Context: an optimization exercise on an open-source flow, tuned for small area, a short achievable clock period and few clock cycles per item. The choices shown serve that exercise and are no tape-out recipe. Function was checked by simulation only, so behaviour that the tests miss may differ from the original. No activity file was given, so power comes from the tool's default toggle rates.

==> flow/design.v <==
module pcmon_decoder (
    input  wire       clk,
    input  wire       rst_n,
    input  wire       byte_valid,
    input  wire [7:0] byte_in,
    input  wire       shift_ext,
    output wire       fin,           
    output wire       len0,          
    output wire [1:0] kind_o,
    output wire       ok_o,          
    output wire [5:0] q0,
    output wire [7:0] q5,
    output wire [7:0] q6,
    output wire [7:0] q7
);
    reg       await_len;
    reg [5:0] rem;           
    reg [1:0] kind;
    reg       ok;
    reg [5:0] r0, r1, r2, r3, r4;
    reg [7:0] r5, r6, r7;
    wire accum = |rem;
    wire [5:0] h5  = (r5[7:2] > 6'd54) ? 6'd54 : r5[7:2];
    wire [5:0] top5 = (h5 == 6'd0) ? 6'd63 : 6'd62 - h5;
    assign fin    = rem == 6'd1;
    assign len0   = await_len & (byte_in == 8'd0);
    assign kind_o = kind;
    assign ok_o   = ok;
    assign q0 = r0;
    assign q5 = r5;
    assign q6 = r6;
    assign q7 = r7;
    always @(posedge clk) begin
        if ((byte_valid & accum) | shift_ext) begin
            r0 <= r1;
            r1 <= r2;
            r2 <= r3;
            r3 <= r4;
            r4 <= top5;
            r5 <= r6;
            r6 <= r7;
            r7 <= byte_in;
        end
    end
    wire take_len = byte_valid & ~accum & await_len & (byte_in <= 8'd32);
    always @(posedge clk) begin
        if (!rst_n) begin
            await_len <= 1'b0;
            rem       <= 6'd0;
        end else begin
            if (byte_valid)
                rem <= accum ? rem - 6'd1 : (take_len ? byte_in[5:0] : 6'd0);
            if (byte_valid & ~accum)
                await_len <= ~await_len & (byte_in[7:2] == 6'd0);
        end
    end
    always @(posedge clk) begin
        if (byte_valid & ~accum) begin
            if (await_len)
                ok   <= (kind == 2'd0) ||
                        (byte_in == {4'd0, kind == 2'd3, kind == 2'd1, kind == 2'd2, 1'b0});
            else
                kind <= byte_in[1:0];
        end
    end
endmodule
module pcmon_render (
    input  wire        clk,
    input  wire        rst_n,
    input  wire        start,         
    input  wire [5:0]  q0,            
    output wire        qshift,        
    output reg         idle,          
    output reg         pix_valid,
    output reg  [6:0]  pix_x,
    output reg  [5:0]  pix_y,
    output reg         pix_on,
    output wire        pix_flush,
    input  wire        pix_ready
);
    localparam [1:0] S_STARTUP = 2'd0;
    localparam [1:0] S_GLYPH   = 2'd1;
    localparam [1:0] S_BAR     = 2'd2;
    localparam [1:0] S_FLUSH   = 2'd3;
    reg [1:0] state;
    reg       lcol;        
    reg       lpix;        
    reg       glyph;       
    reg [2:0] k;           
    reg [5:0] t0, t1, t2, t3, t4, t5, t6, t7;
    reg [6:0] x0;
    reg       xp_cur;
    always @(*) begin
        case (k[2:0])
            3'd0: begin x0 = 7'd4;   xp_cur = pix_x[4] & pix_x[1] & ~pix_x[0];            end  
            3'd1: begin x0 = 7'd24;  xp_cur = pix_x[5] & pix_x[2] & pix_x[1] & ~pix_x[0]; end  
            3'd2: begin x0 = 7'd44;  xp_cur = pix_x[4] & pix_x[3] & pix_x[1] & ~pix_x[0]; end  
            3'd3: begin x0 = 7'd64;  xp_cur = pix_x[3] & pix_x[2] & pix_x[1] & ~pix_x[0]; end  
            3'd4: begin x0 = 7'd86;  xp_cur = pix_x[3] & ~pix_x[0];                       end  
            3'd5: begin x0 = 7'd106; xp_cur = pix_x[2] & ~pix_x[0];                       end  
            3'd6: begin x0 = 7'd90;  xp_cur = pix_x[5] & pix_x[2] & ~pix_x[0];            end  
            default: begin x0 = 7'd110; xp_cur = pix_x[4] & pix_x[3] & ~pix_x[0];         end  
        endcase
    end
    localparam [127:0] LABEL = 128'h00fffc3fffc03ffc03ffc03ffc03ffc0;
    wire label_x = LABEL[pix_x];
    wire startup_on_next = (pix_x == 7'd0) || (pix_x == 7'd127) ||
                           (pix_y == 6'd62) || (pix_y == 6'd63) ||
                           ((pix_y == 6'd3) && label_x);
    wire grow = q0 < t0;
    wire same = q0 == t0;
    wire adv  = pix_ready | ~pix_valid;
    wire last_row = pix_on ? (pix_y == t7) : (pix_y + 6'd1 == t7);
    wire gl_col   = pix_x[1] & pix_x[0];                   
    wire [6:0] x_inc = pix_x + 7'd1;
    wire st_su  = state == S_STARTUP;
    wire st_gl  = state == S_GLYPH;
    wire st_bar = state == S_BAR;
    assign pix_flush = state == S_FLUSH;
    wire go     = ~idle & adv & ~pix_flush;                
    wire c_go   = idle & start;                           
    wire c_end  = ~idle & adv & pix_flush;                 
    wire c_nb   = go & (lpix | (st_bar & ~pix_valid));    
    wire c_fl   = c_nb & st_bar & (k == 3'd0);            
    wire c_bs   = c_nb & ~c_fl;                           
    wire c_su   = go & st_su;                             
    wire c_sux  = c_su & (pix_y == 6'd63);                
    wire c_gl   = go & st_gl & ~lpix;
    wire c_glc  = c_gl & gl_col & ~(&pix_y[2:0]);           
    wire c_glt  = c_gl & gl_col & (&pix_y[2:0]);            
    wire c_glr  = c_gl & ~gl_col;                         
    wire [6:0] x_gl = pix_x[1] ? 7'd124 : x_inc;          
    wire c_bar  = go & st_bar & pix_valid & ~lpix;
    wire c_row  = c_bar & lcol;                           
    wire c_col  = c_bar & ~lcol;                          
    wire rot     = c_bs;
    wire startup = ~idle & st_su;
    assign qshift = rot;
    always @(posedge clk) begin
        if (rot | startup) begin
            t0 <= t1;
            t1 <= t2;
            t2 <= t3;
            t3 <= t4;
            t4 <= t5;
            t5 <= t6;
            t6 <= t7;
            t7 <= startup ? 6'd63 : q0;
        end
    end
    wire [5:0] y_inc = pix_y + 6'd1;
    wire [5:0] y_dec = (c_bs ? t0 : pix_y) - 6'd1;
    wire x_hold = ~(c_go | c_bs | c_sux | c_glt | c_glr | c_row | c_col);
    wire y_hold = ~(c_go | c_bs | c_su | c_glc | c_glt | c_row);
    always @(posedge clk) begin
        if (!rst_n) begin
            pix_x <= 7'd0;
            pix_y <= 6'd0;
        end else begin
            pix_x <= ({7{c_sux | c_col}} & x_inc) |
                     ({7{c_glr}} & x_gl) |
                     ({7{c_go}}  & 7'd123) |
                     ({7{c_glt}} & 7'd121) |
                     ({7{c_bs | c_row}} & x0) |
                     ({7{x_hold}} & pix_x);
            pix_y <= ({6{c_su | c_glc | (c_row & ~pix_on)}} & y_inc) |
                     ({6{(c_row & pix_on) | (c_bs & grow)}} & y_dec) |
                     ({6{c_go}}  & 6'd1) |
                     ({6{c_glt}} & 6'd4) |
                     ({6{c_bs & ~grow}} & t0) |
                     ({6{y_hold}} & pix_y);
        end
    end
    always @(posedge clk) begin
        if (!rst_n) begin
            idle      <= 1'b0;
            state     <= S_STARTUP;
            pix_valid <= 1'b1;
            pix_on    <= 1'b1;
            k         <= 3'd0;
            lpix      <= 1'b0;
            glyph     <= 1'b0;
        end else begin
            if (c_go)
                glyph <= ~glyph;
            if (c_go | c_end)
                idle <= c_end;
            if (c_go | c_end)
                state <= S_GLYPH;
            else if (c_fl | (c_sux & (pix_x == 7'd127)))
                state <= S_FLUSH;
            else if (c_nb)
                state <= S_BAR;
            if (c_go | c_end | c_nb)
                pix_valid <= c_go | c_fl | (c_bs & ~same);
            if ((c_bs & same) | (c_col & xp_cur & last_row))
                k <= k + 3'd1;
            if (c_go)
                pix_on <= glyph;
            else if (c_su)
                pix_on <= startup_on_next;
            else if (c_glc)
                pix_on <= ~glyph | (~pix_y[2] & pix_y[1] & pix_y[0]);    
            else if (c_glt)
                pix_on <= glyph;
            else if (c_bs)
                pix_on <= grow;
            if (go) begin
                lcol <= c_col & xp_cur;
                lpix <= (c_col & xp_cur & last_row) | (c_glr & pix_x[2] & ~pix_x[0]);    
            end
        end
    end
endmodule
module pcmon_top (
    input  wire       clk,
    input  wire       rst_n,        
    input  wire       rst_in_n,     
    input  wire       rx_valid,
    input  wire       rx_err,
    input  wire [7:0] rx_data,
    output wire       rx_ready,
    output reg  [7:0] duty1,
    output reg  [7:0] duty2,
    output reg  [7:0] duty3,
    output reg  [7:0] duty4,
    output reg        net_tx,
    output reg        net_rx,
    output reg        act,
    output wire       busy,
    output wire       pix_valid,
    output wire [6:0] pix_x,
    output wire [5:0] pix_y,
    output wire       pix_on,
    output wire       pix_flush,
    input  wire       pix_ready
);
    localparam [1:0] K_RESET  = 2'd0;
    localparam [1:0] K_SETIND = 2'd1;
    localparam [1:0] K_NET    = 2'd2;
    localparam [1:0] K_RENDER = 2'd3;
    wire        idle;
    wire        svc       = idle;
    assign      busy      = ~idle;
    assign      rx_ready  = svc & rst_in_n;
    wire        byte_take = rx_ready & rx_valid & ~rx_err;
    wire        fin, len0, ok;
    wire [1:0]  kind;
    wire        qshift;
    wire [5:0]  q0;
    wire [7:0]  q5, q6, q7;
    pcmon_decoder u_dec (
        .clk       (clk),
        .rst_n     (rst_n),
        .byte_valid(byte_take),
        .byte_in   (rx_data),
        .shift_ext (qshift),
        .fin       (fin),
        .len0      (len0),
        .kind_o    (kind),
        .ok_o      (ok),
        .q0        (q0),
        .q5        (q5),
        .q6        (q6),
        .q7        (q7)
    );
    wire fin_render = fin & ok & (kind == K_RENDER);
    wire fin_setind = fin & ok & (kind == K_SETIND);
    wire fin_net    = fin & ok & (kind == K_NET);
    wire fin_reset  = (fin | len0) & (kind == K_RESET);
    wire render_start = byte_take & fin_render;
    pcmon_render u_render (
        .clk       (clk),
        .rst_n     (rst_n),
        .start     (render_start),
        .q0        (q0),
        .qshift    (qshift),
        .idle      (idle),
        .pix_valid (pix_valid),
        .pix_x     (pix_x),
        .pix_y     (pix_y),
        .pix_on    (pix_on),
        .pix_flush (pix_flush),
        .pix_ready (pix_ready)
    );
    wire clr_duty = ~rst_in_n | (rx_valid & ~rx_err & fin_reset);
    wire ld_duty  = byte_take & fin_setind;
    wire clr_net  = ~rst_in_n;
    wire ld_net   = byte_take & fin_net;
    wire svc_on  = rst_n & svc;
    wire d_ld    = svc_on & ld_duty;
    wire d_hold  = ~(svc_on & (clr_duty | ld_duty)) & rst_n;
    wire n_ld    = svc_on & ld_net;
    wire n_hold  = ~(svc_on & (clr_net | ld_net)) & rst_n;
    always @(posedge clk) begin
        duty1  <= ({8{d_ld}} & q5)      | ({8{d_hold}} & duty1);
        duty2  <= ({8{d_ld}} & q6)      | ({8{d_hold}} & duty2);
        duty3  <= ({8{d_ld}} & q7)      | ({8{d_hold}} & duty3);
        duty4  <= ({8{d_ld}} & rx_data) | ({8{d_hold}} & duty4);
        net_tx <= (n_ld & (q7 != 8'd0))      | (n_hold & net_tx);
        net_rx <= (n_ld & (rx_data != 8'd0)) | (n_hold & net_rx);
        act    <= rst_n & (svc ? byte_take : act);
    end
endmodule
clock: 7.5 ns
lec_check: 0
cap_margin: 20
core_margin: 2
core_utilization: 40
setup_slack_margin: 4.3
slew_margin: 20
standard.sh (not shown) runs the stock make flow with config.mk's settings and CLKGATE_MAP_FILE= SYNTH_SCRIPT=/design/flow/synth_recipe.tcl, a recipe that flattens the netlist after the stock synthesis.
==> flow/flow/run.sh <==
#!/bin/bash
# The standard layout, with every port buffered by a plain sky130 buffer
# (buf_1) instead of the delay buffer buffer_ports picks by itself, and a
# clock tree of clkbuf_4/clkbuf_8 cells without dummy loads.
set -euo pipefail
export BUFFER_PORTS_ARGS="-buffer_cell sky130_fd_sc_hd__buf_1"
export CTS_ARGS="-sink_clustering_enable -repair_clock_nets -sink_clustering_size 30 -sink_clustering_max_diameter 100 -buf_list {sky130_fd_sc_hd__clkbuf_8} -root_buf sky130_fd_sc_hd__clkbuf_8 -dont_use_dummy_load"
bash standard.sh > standard.log 2>&1
Testbench counts at the start, summed over its fixed seeds: cycles 133,748, frames 384.
Then changed:
--- a/flow/design.v
+++ b/flow/design.v
@@ -88,18 +88,31 @@
     reg       glyph;       
     reg [2:0] k;           
     reg [5:0] t0, t1, t2, t3, t4, t5, t6, t7;
-    reg [6:0] x0;
+    reg [6:0] x0_nxt;
+    always @(*) begin
+        case (k[2:0])
+            3'd0: x0_nxt = 7'd4;
+            3'd1: x0_nxt = 7'd24;
+            3'd2: x0_nxt = 7'd44;
+            3'd3: x0_nxt = 7'd64;
+            3'd4: x0_nxt = 7'd86;
+            3'd5: x0_nxt = 7'd106;
+            3'd6: x0_nxt = 7'd90;
+            default: x0_nxt = 7'd110;
+        endcase
+    end
+    reg [6:0] x0_cur;
     reg       xp_cur;
     always @(*) begin
         case (k[2:0])
-            3'd0: begin x0 = 7'd4;   xp_cur = pix_x[4] & pix_x[1] & ~pix_x[0];            end  
-            3'd1: begin x0 = 7'd24;  xp_cur = pix_x[5] & pix_x[2] & pix_x[1] & ~pix_x[0]; end  
-            3'd2: begin x0 = 7'd44;  xp_cur = pix_x[4] & pix_x[3] & pix_x[1] & ~pix_x[0]; end  
-            3'd3: begin x0 = 7'd64;  xp_cur = pix_x[3] & pix_x[2] & pix_x[1] & ~pix_x[0]; end  
-            3'd4: begin x0 = 7'd86;  xp_cur = pix_x[3] & ~pix_x[0];                       end  
-            3'd5: begin x0 = 7'd106; xp_cur = pix_x[2] & ~pix_x[0];                       end  
-            3'd6: begin x0 = 7'd90;  xp_cur = pix_x[5] & pix_x[2] & ~pix_x[0];            end  
-            default: begin x0 = 7'd110; xp_cur = pix_x[4] & pix_x[3] & ~pix_x[0];         end  
+            3'd1: begin x0_cur = 7'd4;   xp_cur = pix_x[4] & pix_x[1] & ~pix_x[0];            end  
+            3'd2: begin x0_cur = 7'd24;  xp_cur = pix_x[5] & pix_x[2] & pix_x[1] & ~pix_x[0]; end  
+            3'd3: begin x0_cur = 7'd44;  xp_cur = pix_x[4] & pix_x[3] & pix_x[1] & ~pix_x[0]; end  
+            3'd4: begin x0_cur = 7'd64;  xp_cur = pix_x[3] & pix_x[2] & pix_x[1] & ~pix_x[0]; end  
+            3'd5: begin x0_cur = 7'd86;  xp_cur = pix_x[3] & ~pix_x[0];                       end  
+            3'd6: begin x0_cur = 7'd106; xp_cur = pix_x[2] & ~pix_x[0];                       end  
+            3'd7: begin x0_cur = 7'd90;  xp_cur = pix_x[5] & pix_x[2] & ~pix_x[0];            end  
+            default: begin x0_cur = 7'd110; xp_cur = pix_x[4] & pix_x[3] & ~pix_x[0];         end  
         endcase
     end
     localparam [127:0] LABEL = 128'h00fffc3fffc03ffc03ffc03ffc03ffc0;
@@ -149,7 +162,8 @@
         end
     end
     wire [5:0] y_inc = pix_y + 6'd1;
-    wire [5:0] y_dec = (c_bs ? t0 : pix_y) - 6'd1;
+    wire [5:0] y_dec = pix_y - 6'd1;
+    wire [5:0] y_bs  = grow ? t0 - 6'd1 : t0;
     wire x_hold = ~(c_go | c_bs | c_sux | c_glt | c_glr | c_row | c_col);
     wire y_hold = ~(c_go | c_bs | c_su | c_glc | c_glt | c_row);
     always @(posedge clk) begin
@@ -161,13 +175,14 @@
                      ({7{c_glr}} & x_gl) |
                      ({7{c_go}}  & 7'd123) |
                      ({7{c_glt}} & 7'd121) |
-                     ({7{c_bs | c_row}} & x0) |
+                     ({7{c_bs}}  & x0_nxt) |
+                     ({7{c_row}} & x0_cur) |
                      ({7{x_hold}} & pix_x);
             pix_y <= ({6{c_su | c_glc | (c_row & ~pix_on)}} & y_inc) |
-                     ({6{(c_row & pix_on) | (c_bs & grow)}} & y_dec) |
+                     ({6{c_row & pix_on}} & y_dec) |
                      ({6{c_go}}  & 6'd1) |
                      ({6{c_glt}} & 6'd4) |
-                     ({6{c_bs & ~grow}} & t0) |
+                     ({6{c_bs}}  & y_bs) |
                      ({6{y_hold}} & pix_y);
         end
     end
@@ -193,7 +208,7 @@
                 state <= S_BAR;
             if (c_go | c_end | c_nb)
                 pix_valid <= c_go | c_fl | (c_bs & ~same);
-            if ((c_bs & same) | (c_col & xp_cur & last_row))
+            if (c_bs)
                 k <= k + 3'd1;
             if (c_go)
                 pix_on <= glyph;
The changed run went through all stages and came out clean.
Cell count rises by 4.1%.
Wire length rose by 4.6%.
Synthesized cell count rises by 6.3%.
Total power came out higher by 4.1%.
Sequential power is about the same.
Hold slack gets better by 0.011 ns.
Setup slack barely changes.
Maximum frequency stays flat.
Global-route usage goes up by 0.35 points.
Testbench counts after the change, summed over its fixed seeds: cycles 133,748, frames 384.

==> separate check: timing with driven ports <==
The results above use ideal ports. As a check the final layouts listed here were re-extracted and re-timed, cells and wires unchanged.
Step 1: set_driving_cell puts a clkbuf_16 on clk and a buf_2 on each other input, an assumption about the parent block.
Step 2, shift: input delay + t, output delay - t, t = (earliest + latest rising clock arrival at the registers) / 2. This alone moves slack from input paths to output paths.
Three values: no drivers, after step 1, after step 2; two values: the first two.
run | shift t [ns] | setup WS [ns] | worst setup path after step 2 | slew at the worst register clock pin (ns)
the first run | 0.475 | 4.142 / 4.098 / 3.914 | input to register | 0.10 / 0.10
the second run | 0.480 | 4.144 / 4.106 / 4.012 | input to register | 0.10 / 0.10
After both steps setup and hold are still met in every run listed. For the first run, which loses most, drivers alone change the setup slack by -0.044 ns; drivers and shift together by -0.228 ns.
